Source: an optimization exercise on an open RTL-to-GDS flow (aim: small area, a short achievable clock period and few clock cycles). Production flows keep margins and buffers that such runs may drop. RTL that was checked went through simulation tests only; none was proved equivalent to the original. Power and IR drop assume default switching activity.

// pecf_link
module pecf_link (
    input  wire        clk,
    input  wire        rst,
    input  wire        tx_valid,
    input  wire [7:0]  tx_data,
    input  wire        tx_last,
    output wire        tx_ready,
    output wire        out_valid,
    output wire [7:0]  out_data,
    input  wire        out_ready,
    input  wire        rx_start,
    input  wire        rx_valid,
    input  wire [7:0]  rx_data,
    input  wire [22:0] noise_floor_uv,
    output wire        blk_valid,
    output wire [3:0]  blk_dev,
    output wire [15:0] blk_code0,
    output wire [15:0] blk_code1,
    output wire [15:0] blk_code2,
    output wire        blk_pec_ok,
    output wire        pec_err,
    output wire [22:0] blk_uv0,
    output wire [22:0] blk_uv1,
    output wire [22:0] blk_uv2
);
    pecf_tx u_tx (
        .clk       (clk),
        .rst       (rst),
        .tx_valid  (tx_valid),
        .tx_data   (tx_data),
        .tx_last   (tx_last),
        .tx_ready  (tx_ready),
        .out_valid (out_valid),
        .out_data  (out_data),
        .out_ready (out_ready)
    );
    pecf_rx u_rx (
        .clk            (clk),
        .rst            (rst),
        .rx_start       (rx_start),
        .rx_valid       (rx_valid),
        .rx_data        (rx_data),
        .noise_floor_uv (noise_floor_uv),
        .blk_valid      (blk_valid),
        .blk_dev        (blk_dev),
        .blk_code0      (blk_code0),
        .blk_code1      (blk_code1),
        .blk_code2      (blk_code2),
        .blk_pec_ok     (blk_pec_ok),
        .pec_err        (pec_err),
        .blk_uv0        (blk_uv0),
        .blk_uv1        (blk_uv1),
        .blk_uv2        (blk_uv2)
    );
endmodule
Size in the first run: about 670 cells after synthesis, about 150 flip-flops.
clock: 9.0 ns
lec_check: 0
cap_margin: 20
core_margin: 2
core_utilization: 55
cts_buf_list: sky130_fd_sc_hd__clkbuf_8
slew_margin: 20
standard.sh (not shown) runs the stock make flow with config.mk's settings and CLKGATE_MAP_FILE= SYNTH_SCRIPT=/design/flow/synth_recipe.tcl, a recipe that flattens the netlist after the stock synthesis.
==> flow/flow/run.sh <==
#!/bin/bash
# The standard layout, except that the port buffers are made as the smallest
# buffer cell (buf_1) instead of the resizer's default pick; the repair steps
# still resize them where timing or slew asks for it.
set -euo pipefail
cd "$(dirname "$0")/.."
bash standard.sh BUFFER_PORTS_ARGS="-buffer_cell sky130_fd_sc_hd__buf_1" finish > standard_flow.log 2>&1
The baseline finished with timing, DRC and antenna clean.
Rerun with:
--- a/flow/config.mk
+++ b/flow/config.mk
@@ -8,5 +8,4 @@
 export CAP_MARGIN = 20
 export CORE_MARGIN = 2
-export CORE_UTILIZATION = 55
-export CTS_BUF_LIST = sky130_fd_sc_hd__clkbuf_8
+export CORE_UTILIZATION = 40
 export SLEW_MARGIN = 20
What happened: Synthesized area stays the same. Final cell count rose by 8.3%. Worst setup slack gets better by 0.030 ns. Cell area rose by 3.3%.
Function was not checked in any run of this note: the RTL went through the layout flow alone.

========
pecf_link, a different RTL version from the one above (not shown whole).
For scale: about 660 cells after synthesis, roughly 150 flip-flops, ~180 I/O pins, roughly 7700 sq um of cells after synthesis.
Settings: LEC_CHECK=0, CAP_MARGIN=20, CORE_MARGIN=2, CORE_UTILIZATION=55, CTS_BUF_LIST=sky130_fd_sc_hd__clkbuf_8, SLEW_MARGIN=20; clock period 9.0 ns.
Scripts as last shown in full above: flow/flow/run.sh
The first run finished with timing, DRC and antenna clean.
Edit:
--- a/flow/config.mk
+++ b/flow/config.mk
@@ -10,2 +10,3 @@
-export CORE_UTILIZATION = 55
-export CTS_BUF_LIST = sky130_fd_sc_hd__clkbuf_8
+export CORE_UTILIZATION = 70
+export CTS_BUF_LIST = sky130_fd_sc_hd__clkbuf_4
+export PLACE_DENSITY = 0.75
Result: Utilization came out higher by 16 points; global-route usage rose by 7.6 points; combinational power rose slightly; count of clock-buffer cells in the layout does not change; die area is lower by about a fifth; total power drops by a few percent; maximum frequency hardly moves.
No functional check of the RTL was part of any run of this note.

========
The RTL this note starts from:
==> flow/design.v <==
module pecf_table (
    input  wire [7:0]  idx,
    output wire [14:0] entry
);
    wire t8 = idx[2] ^ idx[6];
    wire t9 = idx[1] ^ idx[5];
    wire t10 = idx[0] ^ idx[4];
    wire t11 = idx[3] ^ t8;
    wire t12 = idx[2] ^ t9;
    wire t13 = idx[1] ^ t10;
    wire t14 = idx[3] ^ idx[4];
    wire t15 = idx[6] ^ idx[7];
    wire t16 = idx[5] ^ t11;
    wire t17 = idx[7] ^ t11;
    wire t18 = t13 ^ t17;
    wire t19 = idx[7] ^ t14;
    wire t20 = t12 ^ t19;
    wire t21 = idx[4] ^ t16;
    wire t22 = idx[0] ^ t12;
    wire t23 = idx[7] ^ t10;
    wire t24 = t8 ^ t13;
    wire t25 = idx[5] ^ idx[6];
    wire t26 = t10 ^ t25;
    wire t27 = t9 ^ t15;
    wire t28 = idx[3] ^ t13;
    wire t29 = idx[4] ^ t12;
    wire t30 = t14 ^ t15;
    wire t31 = idx[0] ^ t9;
    wire t32 = t11 ^ t31;
    assign entry[0] = t18;
    assign entry[1] = t20;
    assign entry[2] = t21;
    assign entry[3] = t22;
    assign entry[4] = t23;
    assign entry[5] = t9;
    assign entry[6] = t8;
    assign entry[7] = t24;
    assign entry[8] = t26;
    assign entry[9] = t27;
    assign entry[10] = t28;
    assign entry[11] = t29;
    assign entry[12] = t16;
    assign entry[13] = t30;
    assign entry[14] = t32;
endmodule
module pecf_step (
    input  wire [14:0] rem_in,
    input  wire [7:0]  data,
    output wire [14:0] rem_out
);
    wire [14:0] entry;
    pecf_table u_table (
        .idx   (rem_in[14:7] ^ data),
        .entry (entry)
    );
    assign rem_out = {rem_in[6:0], 8'h00} ^ entry;
endmodule
module pecf_tx (
    input  wire       clk,
    input  wire       rst,
    input  wire       tx_valid,
    input  wire [7:0] tx_data,
    input  wire       tx_last,
    output wire       tx_ready,
    output wire       out_valid,
    output wire [7:0] out_data,
    input  wire       out_ready
);
    localparam [14:0] SEED = 15'h0010;
    reg         pec_hi;      
    reg         pec_lo;      
    reg  [14:0] rem;
    reg         obuf_valid;  
    reg  [7:0]  obuf_data;
    reg         spare_valid;
    reg  [7:0]  spare_data;
    reg         ready;       
    wire        pay   = !(pec_hi || pec_lo);
    wire        f_valid = pay ? tx_valid : 1'b1;
    wire [7:0]  f_data  = pay ? tx_data  : rem[14:7];
    wire        f_take  = f_valid && !spare_valid;
    wire [14:0] rem_next;
    assign tx_ready  = ready;
    assign out_valid = obuf_valid;
    assign out_data  = obuf_data;
    wire obuf_free = !obuf_valid || out_ready;
    pecf_step u_step (
        .rem_in  (rem),
        .data    (f_data),
        .rem_out (rem_next)
    );
    wire pec_hi_d = rst ? 1'b0 : f_take ? (pay && tx_last) : pec_hi;
    wire pec_lo_d = rst ? 1'b0 : f_take ? pec_hi : pec_lo;
    wire spare_d  = rst ? 1'b0 : obuf_free ? 1'b0 : (spare_valid || f_valid);
    always @(posedge clk) begin
        pec_hi      <= pec_hi_d;
        pec_lo      <= pec_lo_d;
        spare_valid <= spare_d;
        ready       <= !(pec_hi_d || pec_lo_d) && !spare_d;
        if (rst)
            rem <= SEED;
        else if (f_take)
            rem <= pec_lo ? SEED : rem_next;
    end
    always @(posedge clk) begin
        if (obuf_free)
            obuf_data <= spare_valid ? spare_data : f_data;
        if (!obuf_free && !spare_valid)
            spare_data <= f_data;
        if (rst)
            obuf_valid <= 1'b0;
        else if (obuf_free)
            obuf_valid <= spare_valid || f_valid;
    end
endmodule
module pecf_rx (
    input  wire        clk,
    input  wire        rst,
    input  wire        rx_start,
    input  wire        rx_valid,
    input  wire [7:0]  rx_data,
    input  wire [22:0] noise_floor_uv,
    output reg         blk_valid,
    output reg  [3:0]  blk_dev,
    output wire [15:0] blk_code0,
    output wire [15:0] blk_code1,
    output wire [15:0] blk_code2,
    output reg         blk_pec_ok,
    output reg         pec_err,
    output wire [22:0] blk_uv0,
    output wire [22:0] blk_uv1,
    output wire [22:0] blk_uv2
);
    localparam [14:0] SEED = 15'h0010;
    reg  [2:0]  pos;         
    reg  [14:0] rem;
    reg         hi_ok;       
    reg  [47:0] payload;     
    reg  [20:0] x_top;           
    reg         x_low;           
    reg         moved;           
    reg  [20:4] x_mid, x_bot;    
    reg         low_mid, low_bot;
    wire [14:0] rem_next;
    pecf_step u_step (
        .rem_in  (rem),
        .data    (rx_data),
        .rem_out (rem_next)
    );
    assign blk_code0  = payload[15:0];
    assign blk_code1  = payload[31:16];
    assign blk_code2  = payload[47:32];
    wire        pec_ok = hi_ok && (rx_data == {rem[6:0], 1'b0});
    wire [22:0] top_uv;
    pecf_scale u_scale (.code(blk_code2), .uv(top_uv));
    wire        top_low   = ({x_top, 2'b00} < noise_floor_uv);
    wire [20:0] x_clamped = x_low ? 21'd0 : x_top;
    function [3:0] x25_low (input [3:0] c);
        x25_low = {c[3] ^ c[0], c[2:0]};
    endfunction
    assign blk_uv0 = {x_bot, low_bot ? 4'd0 : x25_low(blk_code0[3:0]), 2'b00};
    assign blk_uv1 = {x_mid, low_mid ? 4'd0 : x25_low(blk_code1[3:0]), 2'b00};
    assign blk_uv2 = {x_clamped, 2'b00};
    always @(posedge clk) begin
        if (rst || rx_start || (rx_valid && pos == 3'd7))
            rem <= SEED;
        else if (rx_valid && !(pos[2] && pos[1]))
            rem <= rem_next;
        if (rx_valid && !(pos[2] && pos[1]))
            payload <= {rx_data, payload[47:8]};
        if (rx_valid && pos == 3'd6)
            hi_ok <= (rx_data == rem[14:7]);
        if (!pos[0])
            x_top <= top_uv[22:2];
        x_low <= top_low;
        moved <= rx_valid;
        if (moved && (pos == 3'd4 || pos == 3'd6)) begin
            x_mid   <= x_clamped[20:4];
            low_mid <= x_low;
            x_bot   <= x_mid;
            low_bot <= low_mid;
        end
    end
    always @(posedge clk) begin
        blk_valid  <= rx_valid && (pos == 3'd7);
        blk_pec_ok <= pec_ok;
        if (rst || rx_start) begin
            pos     <= 3'd0;
            blk_dev <= 4'd0;
            pec_err <= 1'b0;
        end else begin
            if (rx_valid)
                pos <= pos + 3'd1;
            if (blk_valid)
                blk_dev <= blk_dev + 4'd1;
            if (rx_valid && pos == 3'd7 && !pec_ok)
                pec_err <= 1'b1;
        end
    end
endmodule
module pecf_scale (
    input  wire [15:0] code,
    output wire [22:0] uv
);
    wire [20:0] x25 = ({code, 4'b0} + {code, 3'b0}) + code;
    assign uv = {x25, 2'b00};
endmodule
module pecf_link (
    input  wire        clk,
    input  wire        rst,
    input  wire        tx_valid,
    input  wire [7:0]  tx_data,
    input  wire        tx_last,
    output wire        tx_ready,
    output wire        out_valid,
    output wire [7:0]  out_data,
    input  wire        out_ready,
    input  wire        rx_start,
    input  wire        rx_valid,
    input  wire [7:0]  rx_data,
    input  wire [22:0] noise_floor_uv,
    output wire        blk_valid,
    output wire [3:0]  blk_dev,
    output wire [15:0] blk_code0,
    output wire [15:0] blk_code1,
    output wire [15:0] blk_code2,
    output wire        blk_pec_ok,
    output wire        pec_err,
    output wire [22:0] blk_uv0,
    output wire [22:0] blk_uv1,
    output wire [22:0] blk_uv2
);
    pecf_tx u_tx (
        .clk       (clk),
        .rst       (rst),
        .tx_valid  (tx_valid),
        .tx_data   (tx_data),
        .tx_last   (tx_last),
        .tx_ready  (tx_ready),
        .out_valid (out_valid),
        .out_data  (out_data),
        .out_ready (out_ready)
    );
    pecf_rx u_rx (
        .clk            (clk),
        .rst            (rst),
        .rx_start       (rx_start),
        .rx_valid       (rx_valid),
        .rx_data        (rx_data),
        .noise_floor_uv (noise_floor_uv),
        .blk_valid      (blk_valid),
        .blk_dev        (blk_dev),
        .blk_code0      (blk_code0),
        .blk_code1      (blk_code1),
        .blk_code2      (blk_code2),
        .blk_pec_ok     (blk_pec_ok),
        .pec_err        (pec_err),
        .blk_uv0        (blk_uv0),
        .blk_uv1        (blk_uv1),
        .blk_uv2        (blk_uv2)
    );
endmodule
Settings: LEC_CHECK=0, CAP_MARGIN=20, CORE_MARGIN=2, CORE_UTILIZATION=55, CTS_BUF_LIST=sky130_fd_sc_hd__clkbuf_8, SLEW_MARGIN=20; clock period 9.0 ns.
==> flow/flow/run.sh <==
#!/bin/bash
# The standard layout, except that the port buffers are made as the smallest
# buffer cell (buf_1) instead of the resizer's default pick, and the timing
# repair steps aim for 5.9 ns of setup slack instead of 0 (the clock period
# and constraints stay the design's).
set -euo pipefail
cd "$(dirname "$0")/.."
bash standard.sh BUFFER_PORTS_ARGS="-buffer_cell sky130_fd_sc_hd__buf_1" SETUP_SLACK_MARGIN=5.9 finish > standard_flow.log 2>&1
The baseline completed with no timing, DRC or antenna violations.
Testbench counts at the start, summed over its fixed seeds: cycles 35,024.
Change:
==> flow/flow/run.sh (replaced) <==
#!/bin/bash
# The standard layout, except that the port buffers are made as the smallest
# buffer cell (buf_1) instead of the resizer's default pick, and the timing
# repair steps aim for 5.75 ns of setup slack instead of 0 (the clock period
# and constraints stay the design's).
set -euo pipefail
cd "$(dirname "$0")/.."
bash standard.sh BUFFER_PORTS_ARGS="-buffer_cell sky130_fd_sc_hd__buf_1" SETUP_SLACK_MARGIN=5.75 MATCH_CELL_FOOTPRINT=0 finish > standard_flow.log 2>&1
The new run produced a clean layout.
Design area went down by 5.4%.
Total power shrinks by 6.1%.
Flip-flop and latch count is unchanged.
Die area stays the same.
Area after synthesis is unchanged.
Synthesized cell count is unchanged.
Routed wire length went down by 5.0%.
Via count goes down by 3.2%.
Worst hold slack improved by 0.0072 ns.
Combinational power fell by 16%.
Fmax went down by 1.8%.
Change:
==> flow/flow/run.sh (replaced) <==
#!/bin/bash
# The standard layout, except that the port buffers are made as the smallest
# buffer cell (buf_1) instead of the resizer's default pick; the repair steps
# still resize them where timing or slew asks for it.
set -euo pipefail
cd "$(dirname "$0")/.."
bash standard.sh BUFFER_PORTS_ARGS="-buffer_cell sky130_fd_sc_hd__buf_1" finish > standard_flow.log 2>&1
- power hardly moves
- worst setup slack got worse by 0.25 ns
- synthesized area does not change
- routed wire length shrinks by 2.5%
- core utilization shrinks by 0.66 points
- global-route usage shrinks by 0.46 points
- clock-buffer cell count does not change

[re-timing with driven ports]
No port has a modelled driver above. Below, the same layouts with a new extraction and two added sets of constraints.
Step 1 assumes that a clkbuf_16 drives the clock port and a buf_2 every other input.
Step 2 adds t to the input delays and takes it off the output delays; t is the mean of the earliest and latest rising clock arrival at the registers after step 1. Input paths then give back, and output paths get back, about the clock's delay inside the block.
a / b / c = ideal ports / drivers / drivers and shift; a / b = the first two.
| run | t, ns | setup slack, ns | worst hold slack (ns) |
|---|---|---|---|
| the first run of note 1 | 0.486 | 4.821 / 4.833 / 4.348 | 0.454 / 0.454 / 0.454 |
| the second run of note 1 | 0.467 | 4.850 / 4.831 / 4.662 | 0.446 / 0.446 / 0.446 |
| the first run of note 2 | 0.479 | 4.751 / 4.732 / 4.645 | 0.443 / 0.443 / 0.443 |
| the second run of note 2 | 0.573 | 4.743 / 4.721 / 4.665 | 0.466 / 0.466 / 0.466 |
| the first run of note 3 | 0.488 | 5.890 / 5.854 / 5.570 | 0.449 / 0.449 / 0.449 |
| the second run of note 3 | 0.490 | 5.833 / 5.809 / 5.438 | 0.456 / 0.456 / 0.456 |
| the third run of note 3 | 0.491 | 5.583 / 5.549 / 5.264 | 0.452 / 0.452 / 0.452 |
After both steps setup and hold are still met in every run listed. For the first run of note 1, which loses most, drivers alone change the setup slack by +0.012 ns; drivers and shift together by -0.473 ns.
